Background: an optimization exercise with open tools, aiming at small area, a short achievable clock period and few clock cycles. Do not read the settings as production practice. Only simulation tests tie the RTL to the original design; equivalence was not proved. Power is estimated from default activity; no workload was simulated.

==> flow/design.v (excerpt) <==
module ups_deframer (
    input  wire       clk,
    input  wire       rst,
    input  wire       in_valid,
    input  wire [7:0] in_byte,
    output wire       in_ready,
    output wire       out_valid,
    input  wire       out_ready,
    output wire [7:0] out_data,
    output wire       out_len,
    output wire [1:0] dfr_state,
    output wire [7:0] emits,
    output wire [7:0] pos_push,
    output wire [7:0] pos_look,
    output wire [7:0] pos_start
);
Size: ~3600 cells after synthesis, ~670 flip-flops, roughly 57 I/O pins, ~33000 µm² of cells after synthesis.
==> flow/config.mk <==
export PLATFORM = sky130hd
export DESIGN_NAME = ups_deframer
export DESIGN_NICKNAME = ups_deframer
export VERILOG_FILES = /design/flow/design.v
export SDC_FILE = /design/flow/constraint.sdc
export NUM_CORES = 4
export LEC_CHECK = 0
export ABC_AREA = 1
export CAP_MARGIN = 20
export CORE_MARGIN = 2
export CORE_UTILIZATION = 40
export PLACE_DENSITY = 0.6
export SETUP_SLACK_MARGIN = 5
export SLEW_MARGIN = 20
==> flow/constraint.sdc <==
create_clock -name core_clock -period 10.0 [get_ports {clk}]
set_input_delay 2.0000 -clock core_clock [delete_from_list [all_inputs] [get_ports {clk}]]
set_output_delay 2.0000 -clock core_clock [all_outputs]
set_load 0.01 [all_outputs]
standard.sh (not shown) runs the stock make flow with config.mk's settings and CLKGATE_MAP_FILE= SYNTH_SCRIPT=/design/flow/synth_recipe.tcl, a recipe that flattens the netlist after the stock synthesis.
==> flow/flow/run.sh <==
#!/bin/bash
set -euo pipefail
MARGIN=${MARGIN:-6.4}
bash standard.sh SETUP_SLACK_MARGIN=$MARGIN finish > standard_flow.log 2>&1
The first run passed the timing, DRC and antenna checks.
Testbench counts at the start, summed over its fixed seeds: cycles 46,795.
==> next run, changes <==
==> flow/flow/run.sh (replaced) <==
#!/bin/bash
set -euo pipefail
MARGIN=${MARGIN:-6}
bash standard.sh SETUP_SLACK_MARGIN=$MARGIN finish > standard_flow.log 2>&1
Die area is unchanged.
Non-clock buffer count fell by 56.
Global-route usage rose by 0.15 points.
First-iteration DRC count drops by 2.9%.
Combinational power came out lower by about 9%.
Worst hold slack improves by 0.0058 ns.
Total power decreases by 2.4%.
Cell count falls by 1.1%.
Via count shrinks by 1.4%.
Sequential power is about the same.
==> next run, changes <==
==> flow/run.sh (new file) <==
#!/bin/bash
# synth_recipe.tcl (not shown) runs the flow's synth.tcl, then flattens the netlist and writes it again
# the make line also repeats each setting of config.mk as NAME=value (left out here)
make -C /OpenROAD-flow-scripts/flow DESIGN_CONFIG=/design/flow/config.mk WORK_HOME=/design/flow/orfs CLKGATE_MAP_FILE= SYNTH_SCRIPT=/design/flow/synth_recipe.tcl finish
removed: flow/flow/run.sh
removed: flow/standard.sh
=> Fmax drops by about 15%. Final cell count drops by about 0.8%. Wire length drops by about 1.6%. Core utilization drops by 1.0 points. Setup slack loses 0.69 ns.
==> next run, changes <==
==> flow/flow/run.sh (new file) <==
#!/bin/bash
set -euo pipefail
MARGIN=${MARGIN:-6}
bash standard.sh SETUP_SLACK_MARGIN=$MARGIN finish > standard_flow.log 2>&1
==> flow/standard.sh (new file) <==
#!/bin/bash
# synth_recipe.tcl (not shown) runs the flow's synth.tcl, then flattens the netlist and writes it again
# the make line also repeats each setting of config.mk as NAME=value (left out here)
make -C /OpenROAD-flow-scripts/flow DESIGN_CONFIG=/design/flow/config.mk WORK_HOME=/design/flow/orfs CLKGATE_MAP_FILE= SYNTH_SCRIPT=/design/flow/synth_recipe.tcl "${@:-finish}"
CORE_UTILIZATION = 55   (was 40)
PLACE_DENSITY = 0.7   (was 0.6)
removed: flow/run.sh
What happened: Via count rose by 1.3%; first-iteration DRC count increases by 5.2%; wire length drops by 5.7%; worst setup slack is better by 0.72 ns; synthesized area is unchanged.

========
ups_deframer again, from the RTL that the note above started with.
Design ups_deframer, start of the top module:
module ups_deframer (
    input  wire       clk,
    input  wire       rst,
    input  wire       in_valid,
    input  wire [7:0] in_byte,
    output wire       in_ready,
    output wire       out_valid,
    input  wire       out_ready,
    output wire [7:0] out_data,
    output wire       out_len,
    output wire [1:0] dfr_state,
    output wire [7:0] emits,
    output wire [7:0] pos_push,
    output wire [7:0] pos_look,
    output wire [7:0] pos_start
);
clock: 10.0 ns
lec_check: 0
abc_area: 1
cap_margin: 20
core_margin: 2
core_utilization: 40
place_density: 0.6
setup_slack_margin: 5
slew_margin: 20
==> flow/flow/run.sh <==
#!/bin/bash
set -euo pipefail
MARGIN=${MARGIN:-6.75}
bash standard.sh SETUP_SLACK_MARGIN=$MARGIN finish > standard_flow.log 2>&1
Testbench counts at the start, summed over its fixed seeds: cycles 46,795.
Change:
==> flow/flow/run.sh (replaced) <==
#!/bin/bash
set -euo pipefail
MARGIN=${MARGIN:-6.5}
bash standard.sh SETUP_SLACK_MARGIN=$MARGIN finish > standard_flow.log 2>&1
--- a/flow/config.mk
+++ b/flow/config.mk
@@ -9,6 +9,6 @@
 export CAP_MARGIN = 20
 export CORE_MARGIN = 2
-export CORE_UTILIZATION = 40
-export PLACE_DENSITY = 0.6
+export CORE_UTILIZATION = 50
+export PLACE_DENSITY = 0.65
 export SETUP_SLACK_MARGIN = 5
 export SLEW_MARGIN = 20
=> Global-route usage climbs by 3.1 points; wire length shrinks by 6.2%; setup slack gets worse by 54 ps; fmax falls by 1.5%; count of clock-buffer cells in the layout is lower by 23; combinational power went down by about 20%.
Change:
--- a/flow/config.mk
+++ b/flow/config.mk
@@ -9,6 +9,6 @@
 export CAP_MARGIN = 20
 export CORE_MARGIN = 2
-export CORE_UTILIZATION = 50
-export PLACE_DENSITY = 0.65
+export CORE_UTILIZATION = 40
+export PLACE_DENSITY = 0.6
 export SETUP_SLACK_MARGIN = 5
 export SLEW_MARGIN = 20
The new run ran to the end with no violations.
Routed wire length rises by about 3.7%.
Non-clock buffer count falls by 14.
Final area barely changes.
Global-route usage falls by 4.1 points.
Worst hold slack gets worse by 7.1 ps.
Utilization falls by 13 points.
Synthesized area stays the same.
Maximum frequency rises by about 1.3%.
Sequential power stays flat.
Sequential share of layout area falls by 0.11 points.
Change:
==> flow/flow/run.sh (replaced) <==
#!/bin/bash
set -euo pipefail
MARGIN=${MARGIN:-6.3}
bash standard.sh SETUP_SLACK_MARGIN=$MARGIN finish > standard_flow.log 2>&1
Effect: Global-route usage shrinks by 0.92 points; setup slack is worse by 160 ps; power came out lower by 5.0%; final area decreases by 3.7%; clock-buffer cell count went up by 4; critical path depth goes down by 2; sequential share of layout area rose by 1.8 points.
Change:
==> flow/flow/run.sh (replaced) <==
#!/bin/bash
set -euo pipefail
MARGIN=${MARGIN:-7}
bash standard.sh SETUP_SLACK_MARGIN=$MARGIN finish > standard_flow.log 2>&1
Non-clock buffer count came out higher by 231.
Design area came out higher by roughly a tenth.
Core utilization came out higher by 6.6 points.
Change:
==> flow/flow/run.sh (replaced) <==
#!/bin/bash
set -euo pipefail
MARGIN=${MARGIN:-6}
bash standard.sh SETUP_SLACK_MARGIN=$MARGIN finish > standard_flow.log 2>&1
--- a/flow/config.mk
+++ b/flow/config.mk
@@ -13,2 +13,3 @@
 export SETUP_SLACK_MARGIN = 5
 export SLEW_MARGIN = 20
+export TNS_END_PERCENT = 0
- total power shrinks by about 11%
- design area shrinks by 15%
- synthesized area is unchanged
- via count shrinks by 7.8%
- fmax shrinks by 12%
- setup slack loses 480 ps
- die area does not change
- critical path depth shrinks by 20

-- port drivers added, routing unchanged --
How much do the figures lean on ideal ports? The routed layouts below were timed once more, with nothing changed but the port constraints. Step 1, drivers: a clkbuf_16 drives clk and a buf_2 each remaining input, both assumed. Step 2 moves the port delays by t, midway between the first and last clock arrival at a register: inputs arrive t later, outputs are due t later. That takes back most of the time a late clock gives input paths. Slacks: ideal / step 1 / step 2; pairs: ideal / step 1.
| run | t, ns | setup WS [ns] | worst setup path after step 2 | slew at the worst register clock pin (ns) | cell pins on the clock port's net |
|---|---|---|---|---|---|
| the first run of note 1 | 0.684 | 6.402 / 6.335 / 5.776 | input to register | 0.07 / 0.07 | 1 |
| the second run of note 1 | 0.676 | 5.967 / 5.905 / 5.404 | input to register | 0.06 / 0.06 | 1 |
| the third run of note 1 | 0.680 | 5.280 / 5.302 / 4.646 | input to register | 0.07 / 0.07 | 1 |
| the fourth run of note 1 | 0.692 | 6.003 / 5.941 / 5.460 | input to register | 0.06 / 0.06 | 1 |
| the first run of note 2 | 0.686 | 6.484 / 6.421 / 5.809 | input to register | 0.07 / 0.07 | 1 |
| the second run of note 2 | 0.700 | 6.431 / 6.425 / 5.752 | input to register | 0.07 / 0.07 | 1 |
| the third run of note 2 | 0.678 | 6.476 / 6.459 / 5.821 | input to register | 0.06 / 0.06 | 1 |
| the fourth run of note 2 | 0.680 | 6.315 / 6.295 / 5.685 | input to register | 0.06 / 0.06 | 1 |
| the fifth run of note 2 | 0.705 | 6.438 / 6.381 / 5.896 | input to register | 0.07 / 0.07 | 1 |
| the sixth run of note 2 | 0.680 | 5.960 / 5.898 / 5.406 | input to register | 0.06 / 0.06 | 1 |
After both steps setup and hold are still met in every run listed. For the second run of note 2, which loses most, drivers alone change the setup slack by -0.006 ns; drivers and shift together by -0.679 ns.
